Context: an optimization exercise on an open-source flow, tuned for small area, a short achievable clock period and few clock cycles. The choices shown serve that exercise and are no tape-out recipe.
Where RTL was checked, it was by simulation tests only, not by an equivalence proof against the original.
Power and IR drop assume default switching activity.

## rx_framer
module rx_framer (
    input  wire        clk,
    input  wire        rst,           
    input  wire        cmd_valid,
    input  wire        cmd_step,      
    input  wire [7:0]  cmd_byte,      
    output wire        cmd_ready,
    output reg         idle,
    output reg  [8:0]  rx_count,
    output reg         ev_valid,
    output reg         ev_ok,
    output wire [95:0] ev_payload,    
    output wire [15:0] ev_rxck,
    output reg  [15:0] ev_ck
);
    localparam [2:0] P_IDLE = 3'd0,   
                     P_E1   = 3'd1,   
                     P_E2   = 3'd2,   
                     P_WAIT = 3'd3,   
                     P_F1   = 3'd5,   
                     P_FIN1 = 3'd6,   
                     P_FIN2 = 3'd7;   
    reg        byte_no;               
    reg        step_no;               
    assign cmd_ready = ~(cmd_step ? step_no : byte_no);
    wire acc_byte = cmd_valid & ~cmd_step & ~byte_no;
    wire acc_step = cmd_valid &  cmd_step & ~step_no;
    reg  [8:0]  tail;                 
    reg  [8:0]  head;                 
    reg  [8:0]  sp;                   
    reg  [8:0]  rd;                   
    reg  [8:0]  tsnap;                
    reg  [8:0]  dd;                   
    reg  [7:0]  vmask;                
    reg  [39:0] brow;                 
    reg  [2:0]  pstate;
    reg  [2047:0] ring;               
    reg         wv;
    reg  [7:0]  wa;
    reg  [7:0]  wb;
    always @(posedge clk) begin
        if (rst) wv <= 1'b0;
  ...
For scale: roughly 6200 cells after synthesis, ~150 I/O pins, ~97000 um^2 of cells after synthesis.
export LEC_CHECK = 0
export CAP_MARGIN = 20
export CORE_MARGIN = 2
export CORE_UTILIZATION = 55
export CTS_BUF_LIST = sky130_fd_sc_hd__clkbuf_8 sky130_fd_sc_hd__clkbuf_16
export CTS_CLUSTER_DIAMETER = 100
export CTS_CLUSTER_SIZE = 24
export SETUP_SLACK_MARGIN = 5
export SLEW_MARGIN = 20
export SYNTH_HIERARCHICAL = 1
create_clock -name core_clock -period 10.0 [get_ports {clk}]
standard.sh (not shown) runs the stock make flow with config.mk's settings and CLKGATE_MAP_FILE= SYNTH_SCRIPT=/design/flow/synth_recipe.tcl, a recipe that flattens the netlist after the stock synthesis.
==> flow/flow/run.sh <==
#!/bin/bash
# Standard layout, with two changes to how timing is repaired:
# - the port buffers that buffer_ports inserts are plain buf_1 cells
#   (repair resizes the ones on critical paths);
# - repair_timing aims for 5.75 ns of setup slack (the design's period is
#   unchanged; the larger margin only makes the repair work harder).
# The make output goes to flow_make.log here; ORFS keeps each step's own
# log under orfs/logs/.
set -euo pipefail
bash standard.sh \
  "BUFFER_PORTS_ARGS=-buffer_cell sky130_fd_sc_hd__buf_1" \
  SETUP_SLACK_MARGIN=5.75 \
  finish > flow_make.log 2>&1
Testbench counts at the start, summed over its fixed seeds: cycles 32,075.
Change:
CORE_UTILIZATION = 60   (was 55)
CTS_BUF_LIST = default   (was sky130_fd_sc_hd__clkbuf_8 sky130_fd_sc_hd__clkbuf_16)
CTS_CLUSTER_DIAMETER = 70   (was 100)
CTS_CLUSTER_SIZE = 28   (was 24)
After rerunning: Final area increases by 1.6%. Global-route usage increases by 2.7 points. Count of clock-buffer cells in the layout increases by 47. Cell count decreases by about 0.8%. Critical path depth stays the same. Synthesized area stays the same. Setup slack gets better by 0.0041 ns. Clock skew decreases by 0.020 ns. Combinational power decreases by about 0.7%.
Change:
CORE_UTILIZATION = 55   (was 60)
CTS_CLUSTER_DIAMETER = 100   (was 70)
CTS_CLUSTER_SIZE = 24   (was 28)
=> Worst hold slack is better by 0.0055 ns. Setup slack is worse by 0.0040 ns. Routed wire length went up by about 1%. Core utilization went down by 6.1 points. Die area went up by about 9%. Power went down by about 6%. Register-to-register slack is better by 0.04 ns. Synthesized area does not change.

* * *

rx_framer, a different RTL version from the one above (not shown whole).
Size in the first run: roughly 6100 cells after synthesis, roughly 2400 flip-flops, ~150 I/O pins, about 98000 sq um of cells after synthesis.
==> flow/design.v (excerpt) <==
module rx_framer (
    input  wire        clk,
    input  wire        rst,           
    input  wire        cmd_valid,
    input  wire        cmd_step,      
    input  wire [7:0]  cmd_byte,      
    output wire        cmd_ready,
    output reg         idle,
    output reg  [8:0]  rx_count,
    output reg         ev_valid,
    output reg         ev_ok,
    output wire [95:0] ev_payload,    
    output wire [15:0] ev_rxck,
    output reg  [15:0] ev_ck
);
==> flow/config.mk <==
export PLATFORM = sky130hd
export DESIGN_NAME = rx_framer
export DESIGN_NICKNAME = rx_framer
export VERILOG_FILES = /design/flow/design.v
export SDC_FILE = /design/flow/constraint.sdc
export NUM_CORES = 4
export LEC_CHECK = 0
export CAP_MARGIN = 20
export CORE_MARGIN = 2
export CORE_UTILIZATION = 40
export SETUP_SLACK_MARGIN = 5
export SLEW_MARGIN = 20
export SYNTH_HIERARCHICAL = 1
==> flow/constraint.sdc <==
create_clock -name core_clock -period 10.0 [get_ports {clk}]
set_input_delay 2.0000 -clock core_clock [delete_from_list [all_inputs] [get_ports {clk}]]
set_output_delay 2.0000 -clock core_clock [all_outputs]
set_load 0.01 [all_outputs]
run.sh (not shown) runs the stock make flow with config.mk's settings and CLKGATE_MAP_FILE= SYNTH_SCRIPT=/design/flow/synth_recipe.tcl, a recipe that flattens the netlist after the stock synthesis.
Stock flow here: none of the scripts above is used.
Testbench counts at the start, summed over its fixed seeds: cycles 32,075.
Edit:
==> flow/flow/run.sh (new file) <==
#!/bin/bash
# Standard layout, with two changes to how timing is repaired:
# - the port buffers that buffer_ports inserts are plain buf_4 cells;
# - repair_timing aims for 5.6 ns of setup slack (the design's period is
#   unchanged; the larger margin only makes the repair work harder).
# The make output goes to flow_make.log here; ORFS keeps each step's own
# log under orfs/logs/.
set -euo pipefail
bash standard.sh \
  "BUFFER_PORTS_ARGS=-buffer_cell sky130_fd_sc_hd__buf_4" \
  SETUP_SLACK_MARGIN=5.6 \
  finish > flow_make.log 2>&1
==> flow/standard.sh (new file) <==
#!/bin/bash
# synth_recipe.tcl (not shown) runs the flow's synth.tcl, then flattens the netlist and writes it again
# the make line also repeats each setting of config.mk as NAME=value (left out here)
make -C /OpenROAD-flow-scripts/flow DESIGN_CONFIG=/design/flow/config.mk WORK_HOME=/design/flow/orfs CLKGATE_MAP_FILE= SYNTH_SCRIPT=/design/flow/synth_recipe.tcl "${@:-finish}"
removed: flow/run.sh
Effect:
- setup slack gets better by 360 ps
- routed wire length grows slightly
- critical path depth stays the same
- via count grows slightly
- final area stays flat
- die area does not change
- count of clock-buffer cells in the layout grows by 30
- power grows slightly
- utilization stays flat
- non-clock buffer count grows by 12
- clock power grows by a few percent

* * *

== JK ==
rx_framer, a different RTL version from the one above (not shown whole).
For scale: ~7,900 cells after synthesis, ~2,400 flip-flops, roughly 150 I/O pins, about 0.11 sq mm of cells after synthesis.
Design rx_framer, start of the top module:
module rx_framer (
    input  wire        clk,
    input  wire        rst,           
    input  wire        cmd_valid,
    input  wire        cmd_step,      
    input  wire [7:0]  cmd_byte,      
    output wire        cmd_ready,
    output reg         idle,
    output reg  [8:0]  rx_count,
    output reg         ev_valid,
    output reg         ev_ok,
    output wire [95:0] ev_payload,    
    output wire [15:0] ev_rxck,
    output reg  [15:0] ev_ck
);
Settings: LEC_CHECK=0, CAP_MARGIN=20, CORE_MARGIN=2, CORE_UTILIZATION=40, SETUP_SLACK_MARGIN=5, SLEW_MARGIN=20; clock period 10.0 ns.
Stock flow here: none of the scripts above is used.
The flow did not stop early for JK: all stages ran, and the layout cleared the timing, design-rule and antenna checks.
The inputs of MS differ from those of JK as listed below.
- putting ABC_AREA at 1 where nothing was set
--- outcome ---
NOTE total power of the final layout JK->MS increased by a few percent
Against JK, MS reports a sequential share of layout area that is higher.
Compare MS and JK | proportion of final cell area spent on non-clock buffers higher: JK
MS: done, clean on timing, DRC and antenna
Going from JK to MS, met3 track demand over resource shrinks by 0.29 points.
Function was not checked in any run of this note: the RTL went through the layout flow alone.

afterwards: timing with drivers on the ports:
Ports are ideal in the flow. The routed layouts listed here were re-timed in OpenROAD.
Step 1 assumes that a clkbuf_16 drives the clock port and a buf_2 every other input.
Step 2 also shifts input and output timing later by t, the mid clock arrival at the registers, as if the neighbouring blocks saw the same clock.
Three values: no drivers, after step 1, after step 2; two values: the first two.
run | shift t [ns] | setup WS [ns] | hold slack, ns | worst setup path at the end | worst data-port slew with drivers (ns)
the first run of note 1 | 0.879 | 5.595 / 5.543 / 5.543 | 0.454 / 0.454 / 0.454 | input to output | 0.06
the second run of note 1 | 0.865 | 5.599 / 5.547 / 5.547 | 0.450 / 0.450 / 0.450 | input to output | 0.05
the third run of note 1 | 0.879 | 5.595 / 5.543 / 5.543 | 0.455 / 0.455 / 0.455 | input to output | 0.06
the first run of note 2 | 0.972 | 5.138 / 5.116 / 5.116 | 0.468 / 0.468 / 0.468 | input to output | 0.21
the second run of note 2 | 0.960 | 5.496 / 5.462 / 5.462 | 0.451 / 0.451 / 0.451 | input to output | 0.04
JK | 1.007 | 5.020 / 5.091 / 4.083 | 0.434 / 0.434 / 0.434 | input to register | 0.10
MS | 1.019 | 5.018 / 5.105 / 4.085 | 0.461 / 0.461 / 0.461 | input to register | 0.09
After both steps every run listed still meets setup and hold. For JK, which loses most, drivers alone change the setup slack by +0.071 ns; drivers and shift together by -0.937 ns.
